Background: an optimization exercise with open tools, aiming at a short achievable clock period and few clock cycles. Do not read the settings as production practice. Function was checked by simulation only, so behaviour that the tests miss may differ from the original. No activity file was given, so power comes from the tool's default toggle rates.

Design bcd_clock_core, start of the top module:
module bcd_clock_core (
    input  wire        clk,
    input  wire        rst,         
    input  wire        cmd_valid,
    input  wire [31:0] cmd,
    input  wire [31:0] now,
    output wire        cmd_ready,
    output wire        bus_req,
    output wire        bus_we,
    output wire [7:0]  bus_addr,
    output wire [7:0]  bus_wdata,
    input  wire        bus_done,
    input  wire [7:0]  bus_rdata,
    input  wire        bus_err,
    output wire [3:0]  led_hour,
    output wire [5:0]  led_min,
    output wire [15:0] pwm,
    output wire [15:0] result,
    output wire [7:0]  status
);
For scale: roughly 150 I/O pins, about 11000 um2 of cells after synthesis.
export LEC_CHECK = 0
export CAP_MARGIN = 20
export CORE_MARGIN = 2
export CORE_UTILIZATION = 40
export SLEW_MARGIN = 20
create_clock -name core_clock -period 20.0 [get_ports {clk}]
standard.sh (not shown) runs the stock make flow with config.mk's settings and CLKGATE_MAP_FILE= SYNTH_SCRIPT=/design/flow/synth_recipe.tcl, a recipe that flattens the netlist after the stock synthesis.
==> flow/flow/run.sh <==
#!/bin/bash
set -euo pipefail
bash standard.sh \
  SETUP_SLACK_MARGIN=11.8 \
  "BUFFER_PORTS_ARGS=-buffer_cell sky130_fd_sc_hd__buf_4" \
  finish > standard_flow.log 2>&1
The starting point went through all stages and came out clean.
Testbench counts at the start, summed over its fixed seeds: cycles 1,058,249.
Edit:
==> flow/run.sh (new file) <==
#!/bin/bash
# synth_recipe.tcl (not shown) runs the flow's synth.tcl, then flattens the netlist and writes it again
# the make line also repeats each setting of config.mk as NAME=value (left out here)
make -C /OpenROAD-flow-scripts/flow DESIGN_CONFIG=/design/flow/config.mk WORK_HOME=/design/flow/orfs CLKGATE_MAP_FILE= SYNTH_SCRIPT=/design/flow/synth_recipe.tcl finish
removed: flow/flow/run.sh
removed: flow/standard.sh
Critical path depth rose by 1.
Flip-flop and latch count does not change.
Total power is about the same.
Wire length fell by 1.7%.
Clock power fell by about 1%.
Cell area rose by 2.2%.
Via count rose by 1.1%.
Count of clock-buffer cells in the layout does not change.
Edit:
==> flow/flow/run.sh (new file) <==
#!/bin/bash
set -euo pipefail
bash standard.sh \
  SETUP_SLACK_MARGIN=12.5 \
  "BUFFER_PORTS_ARGS=-buffer_cell sky130_fd_sc_hd__buf_4" \
  finish > standard_flow.log 2>&1
==> flow/standard.sh (new file) <==
#!/bin/bash
# synth_recipe.tcl (not shown) runs the flow's synth.tcl, then flattens the netlist and writes it again
# the make line also repeats each setting of config.mk as NAME=value (left out here)
make -C /OpenROAD-flow-scripts/flow DESIGN_CONFIG=/design/flow/config.mk WORK_HOME=/design/flow/orfs CLKGATE_MAP_FILE= SYNTH_SCRIPT=/design/flow/synth_recipe.tcl "${@:-finish}"
removed: flow/run.sh
What happened: The new run finished clean. Fmax grows by 11%. Power barely changes. Worst setup slack gains 0.90 ns. Sequential power barely changes. Sequential share of layout area rises by 0.52 points. Clock-buffer cell count stays the same. Worst hold slack stays flat. Global-route usage rises by 0.58 points. Routed wire length climbs by 2.7%. Final area went down by 1.9%.
Edit:
==> flow/flow/run.sh (replaced) <==
#!/bin/bash
set -euo pipefail
bash standard.sh \
  SETUP_SLACK_MARGIN=12.5 \
  "BUFFER_PORTS_ARGS=-buffer_cell sky130_fd_sc_hd__buf_8" \
  finish > standard_flow.log 2>&1
Cell count hardly moves.
Via count went down by 0.47%.
Worst hold slack gains 0.028 ns.
Total power went up by 3.3%.
Fmax went down by 0.45%.

Another version of the RTL of bcd_clock_core (not shown whole).
Size: ~150 I/O pins, roughly 11000 um^2 of cells after synthesis.
## bcd_clock_core
module bcd_clock_core (
    input  wire        clk,
    input  wire        rst,         
    input  wire        cmd_valid,
    input  wire [31:0] cmd,
    input  wire [31:0] now,
    output wire        cmd_ready,
    output wire        bus_req,
    output wire        bus_we,
    output wire [7:0]  bus_addr,
    output wire [7:0]  bus_wdata,
    input  wire        bus_done,
    input  wire [7:0]  bus_rdata,
    input  wire        bus_err,
    output wire [3:0]  led_hour,
    output wire [5:0]  led_min,
    output wire [15:0] pwm,
    output wire [15:0] result,
    output wire [7:0]  status
);
==> flow/config.mk <==
export PLATFORM = sky130hd
export DESIGN_NAME = bcd_clock_core
export DESIGN_NICKNAME = bcd_clock_core
export VERILOG_FILES = /design/flow/design.v
export SDC_FILE = /design/flow/constraint.sdc
export NUM_CORES = 4
export LEC_CHECK = 0
export CAP_MARGIN = 20
export CORE_MARGIN = 2
export CORE_UTILIZATION = 40
export SLEW_MARGIN = 20
==> flow/constraint.sdc <==
create_clock -name core_clock -period 20.0 [get_ports {clk}]
set_input_delay 4.0000 -clock core_clock [delete_from_list [all_inputs] [get_ports {clk}]]
set_output_delay 4.0000 -clock core_clock [all_outputs]
set_load 0.01 [all_outputs]
==> flow/flow/run.sh <==
#!/bin/bash
set -euo pipefail
here=$(pwd)
bash standard.sh \
  SETUP_SLACK_MARGIN=12.5 \
  "BUFFER_PORTS_ARGS=-buffer_cell sky130_fd_sc_hd__buf_4" \
  "IO_CONSTRAINTS=$here/flow/io.tcl" \
  finish > standard_flow.log 2>&1
==> flow/flow/io.tcl <==
# Keep the reset input next to cmd_ready: the only combinational path from an
# input port to an output port runs between them.
set_io_pin_constraint -group -order -pin_names {rst cmd_ready}
Testbench counts at the start, summed over its fixed seeds: cycles 1,058,249.
Change:
--- a/flow/flow/run.sh
+++ b/flow/flow/run.sh
@@ -3 +2,0 @@
-here=$(pwd)
@@ -7 +5,0 @@
-  "IO_CONSTRAINTS=$here/flow/io.tcl" \
removed: flow/flow/io.tcl
=> The new run went through all stages and came out clean. Via count is higher by 1.1%. Count of clock-buffer cells in the layout is higher by 1. Total power is higher by 1.1%. Hold slack loses 0.012 ns. Routed wire length is higher by 1.8%. Cell count is unchanged.

==> static timing again, ports no longer ideal <==
In the flow no input, the clock included, has a driving cell. The finished layouts below were timed again as built, in two steps.
Step 1: set_driving_cell puts a clkbuf_16 on clk and a buf_2 on each other input, an assumption about the parent block.
Step 2 also shifts input and output timing later by t, the mid clock arrival at the registers, as if the neighbouring blocks saw the same clock.
Slacks: no drivers / after step 1 / after step 2; pairs: no drivers / after step 1.
run | t (ns) | slack for setup (ns) | hold slack, ns | slew at the worst register clock pin (ns)
the first run of note 1 | 0.466 | 11.683 / 11.576 / 11.576 | 0.454 / 0.454 / 0.454 | 0.07 / 0.07
the second run of note 1 | 0.469 | 10.798 / 10.779 / 10.779 | 0.451 / 0.451 / 0.451 | 0.06 / 0.06
the third run of note 1 | 0.459 | 11.700 / 11.578 / 11.578 | 0.453 / 0.453 / 0.453 | 0.07 / 0.07
the fourth run of note 1 | 0.469 | 11.663 / 11.538 / 11.538 | 0.480 / 0.480 / 0.480 | 0.07 / 0.07
the first run of note 2 | 0.463 | 11.728 / 11.679 / 11.679 | 0.415 / 0.415 / 0.415 | 0.07 / 0.07
the second run of note 2 | 0.466 | 11.712 / 11.667 / 11.667 | 0.404 / 0.404 / 0.404 | 0.07 / 0.07
After both steps setup and hold are still met in every run listed. The setup slack of the fourth run of note 1, which loses most, moves by -0.125 ns with the drivers and by -0.125 ns with both steps.
